Source: an optimization exercise on an open RTL-to-GDS flow (aim: small area). Production flows keep margins and buffers that such runs may drop.
Function was checked by simulation only, so behaviour that the tests miss may differ from the original.
Power is estimated from default activity; no workload was simulated.

// siggen
module siggen (
    input  wire        clk,
    input  wire        rst,
    input  wire [31:0] now,
    input  wire [3:0]  col,
    input  wire        btn,
    output wire [3:0]  row_sel,
    output reg  [7:0]  dac,
    output wire [3:0]  status,
    output reg         emit,
    output wire        done
);
Size in the first run: about 7900 sq um of cells after synthesis.
clock: 150.0 ns
lec_check: 0
abc_area: 1
cap_margin: 20
core_margin: 2
core_utilization: 40
slew_margin: 20
standard.sh (not shown) runs the stock make flow with config.mk's settings and CLKGATE_MAP_FILE= SYNTH_SCRIPT=/design/flow/synth_recipe.tcl, a recipe that flattens the netlist after the stock synthesis.
==> flow/flow/run.sh <==
#!/bin/bash
# Layout flow: the standard layout (standard.sh) with these changes:
# - synthesis maps the combinational logic with flow/abc.script (an area-oriented ABC
#   script, amap) and skips Yosys's extract_fa pass, so adders are mapped by ABC like the
#   other logic; everything before the mapping, the flip-flops included, is the standard
#   synthesis;
# - the port buffers are sky130_fd_sc_hd__buf_1;
# - the clock tree uses clkbuf_8 buffers in small clusters and no dummy loads.
set -euo pipefail
W=$(pwd)
export MY_ABC="$W/flow/abc.script"
export MY_NOFA=1
CTS="-sink_clustering_enable -repair_clock_nets -buf_list sky130_fd_sc_hd__clkbuf_8 -root_buf sky130_fd_sc_hd__clkbuf_8 -sink_clustering_size 16 -sink_clustering_max_diameter 60 -dont_use_dummy_load"
bash standard.sh SYNTH_SCRIPT="$W/flow/my_synth.tcl" \
  "BUFFER_PORTS_ARGS=-buffer_cell sky130_fd_sc_hd__buf_1" \
  "CTS_ARGS=$CTS" finish > "$W/layout.log" 2>&1
==> flow/flow/abc.script <==
strash
&get -n
&deepsyn -T 60
&put
dch -f
amap
topo
==> flow/flow/my_synth.tcl <==
proc synth {args} { yosys synth -nofsm -noshare {*}$args }
proc abc {args} {
  if {[info exists ::env(MY_ABC)] && $::env(MY_ABC) ne ""} {
    set i [lsearch $args -script]
    lset args [expr {$i + 1}] $::env(MY_ABC)
  }
  yosys abc {*}$args
}
if {[info exists ::env(MY_NOFA)] && $::env(MY_NOFA) eq "1"} {
  proc extract_fa {args} { }
}
source $::env(SCRIPTS_DIR)/synth.tcl
# left out here: clear keep_hierarchy, flatten, clean up, hide names made inside functions, write 1_2_yosys.v
The first run completed with no timing, DRC or antenna violations.
Rerun with:
--- a/flow/flow/run.sh
+++ b/flow/flow/run.sh
@@ -8 +8 @@
-# - the clock tree uses clkbuf_8 buffers in small clusters and no dummy loads.
+# - the clock tree uses clkbuf_16 buffers in larger clusters in small clusters and no dummy loads.
@@ -13 +13 @@
-CTS="-sink_clustering_enable -repair_clock_nets -buf_list sky130_fd_sc_hd__clkbuf_8 -root_buf sky130_fd_sc_hd__clkbuf_8 -sink_clustering_size 16 -sink_clustering_max_diameter 60 -dont_use_dummy_load"
+CTS="-sink_clustering_enable -repair_clock_nets -buf_list sky130_fd_sc_hd__clkbuf_16 -root_buf sky130_fd_sc_hd__clkbuf_8 -sink_clustering_size 30 -sink_clustering_max_diameter 80 -dont_use_dummy_load"
The changed run produced a clean layout.
Utilization hardly moves.
Total power came out higher by 1.6%.
Routed wire length is about the same.

Another version of the RTL of siggen (not shown whole).
For scale: ~950 cells after synthesis, roughly 210 flip-flops, roughly 57 I/O pins, ~8300 um2 of cells after synthesis.
==> flow/config.mk <==
export PLATFORM = sky130hd
export DESIGN_NAME = siggen
export DESIGN_NICKNAME = siggen
export VERILOG_FILES = /design/flow/design.v
export SDC_FILE = /design/flow/constraint.sdc
export NUM_CORES = 4
export LEC_CHECK = 0
export ABC_AREA = 1
export CAP_MARGIN = 20
export CORE_MARGIN = 2
export CORE_UTILIZATION = 40
export SLEW_MARGIN = 20
==> flow/constraint.sdc <==
create_clock -name core_clock -period 150.0 [get_ports {clk}]
set_input_delay 30.0000 -clock core_clock [delete_from_list [all_inputs] [get_ports {clk}]]
set_output_delay 30.0000 -clock core_clock [all_outputs]
set_load 0.01 [all_outputs]
==> flow/flow/run.sh <==
#!/bin/bash
# Layout flow: the standard layout (standard.sh) with these changes:
# - synthesis maps the combinational logic with flow/abc.script (an area-oriented ABC
#   script, amap) and skips Yosys's extract_fa pass, so adders are mapped by ABC like the
#   other logic; everything before the mapping, the flip-flops included, is the standard
#   synthesis;
# - the port buffers are sky130_fd_sc_hd__buf_1;
# - the clock tree uses clkbuf_8 buffers in small clusters and no dummy loads.
set -euo pipefail
W=$(pwd)
export MY_ABC="$W/flow/abc.script"
export MY_NOFA=1
CTS="-sink_clustering_enable -repair_clock_nets -buf_list sky130_fd_sc_hd__clkbuf_8 -root_buf sky130_fd_sc_hd__clkbuf_8 -sink_clustering_size 16 -sink_clustering_max_diameter 60 -dont_use_dummy_load"
bash standard.sh SYNTH_SCRIPT="$W/flow/my_synth.tcl" \
  "BUFFER_PORTS_ARGS=-buffer_cell sky130_fd_sc_hd__buf_1" \
  "CTS_ARGS=$CTS" finish > "$W/layout.log" 2>&1
==> flow/flow/abc.script <==
strash
dc2
dch -f
amap
topo
dnsize -c
Scripts as last shown in full above: flow/flow/my_synth.tcl
The baseline finished clean.
Change:
==> flow/run.sh (new file) <==
#!/bin/bash
# synth_recipe.tcl (not shown) runs the flow's synth.tcl, then flattens the netlist and writes it again
# the make line also repeats each setting of config.mk as NAME=value (left out here)
make -C /OpenROAD-flow-scripts/flow DESIGN_CONFIG=/design/flow/config.mk WORK_HOME=/design/flow/orfs CLKGATE_MAP_FILE= SYNTH_SCRIPT=/design/flow/synth_recipe.tcl finish
--- a/flow/config.mk
+++ b/flow/config.mk
@@ -11,2 +11,5 @@
 export CORE_UTILIZATION = 40
+export CTS_BUF_LIST = sky130_fd_sc_hd__clkbuf_4
+export CTS_CLUSTER_DIAMETER = 50
+export CTS_CLUSTER_SIZE = 10
 export SLEW_MARGIN = 20
removed: flow/flow/run.sh
removed: flow/flow/abc.script
removed: flow/flow/my_synth.tcl
removed: flow/standard.sh
Result:
- design area is higher by 19%
- non-clock buffer count does not change
- clock power climbs by 12%
- area after synthesis rises by 17%
- power is higher by 6.9%
- core utilization climbs by 0.15 points
- hold slack improves by 36 ps
- setup slack is better by 970 ps
- sequential share of layout area falls by 7.8 points

port drivers added, routing unchanged:
No port has a modelled driver above. Below, the same layouts with a new extraction and two added sets of constraints.
Step 1 (the two cells are an assumption about what drives the block):
set clk [get_ports {clk}]
set_driving_cell -lib_cell sky130_fd_sc_hd__clkbuf_16 $clk
set_driving_cell -lib_cell sky130_fd_sc_hd__buf_2 [delete_from_list [all_inputs] $clk]
Step 2 adds t to the input delays and takes it off the output delays; t is the mean of the earliest and latest rising clock arrival at the registers after step 1. Input paths then give back, and output paths get back, about the clock's delay inside the block.
Three values: ideal, step 1, step 2; two values: the first two.
| run | shift t [ns] | setup slack, ns | worst setup path at the end | worst data-port slew with drivers (ns) | cell pins on the clock port's net |
|---|---|---|---|---|---|
| the first run of note 1 | 0.529 | 116.263 / 116.224 / 116.753 | register to output | 0.04 | 1 |
| the second run of note 1 | 0.511 | 116.361 / 116.322 / 116.832 | register to output | 0.04 | 1 |
| the first run of note 2 | 0.535 | 116.032 / 115.989 / 116.524 | register to output | 0.04 | 1 |
| the second run of note 2 | 0.671 | 117.005 / 116.967 / 117.352 | input to register | 0.06 | 1 |
After both steps setup and hold are still met in every run listed.
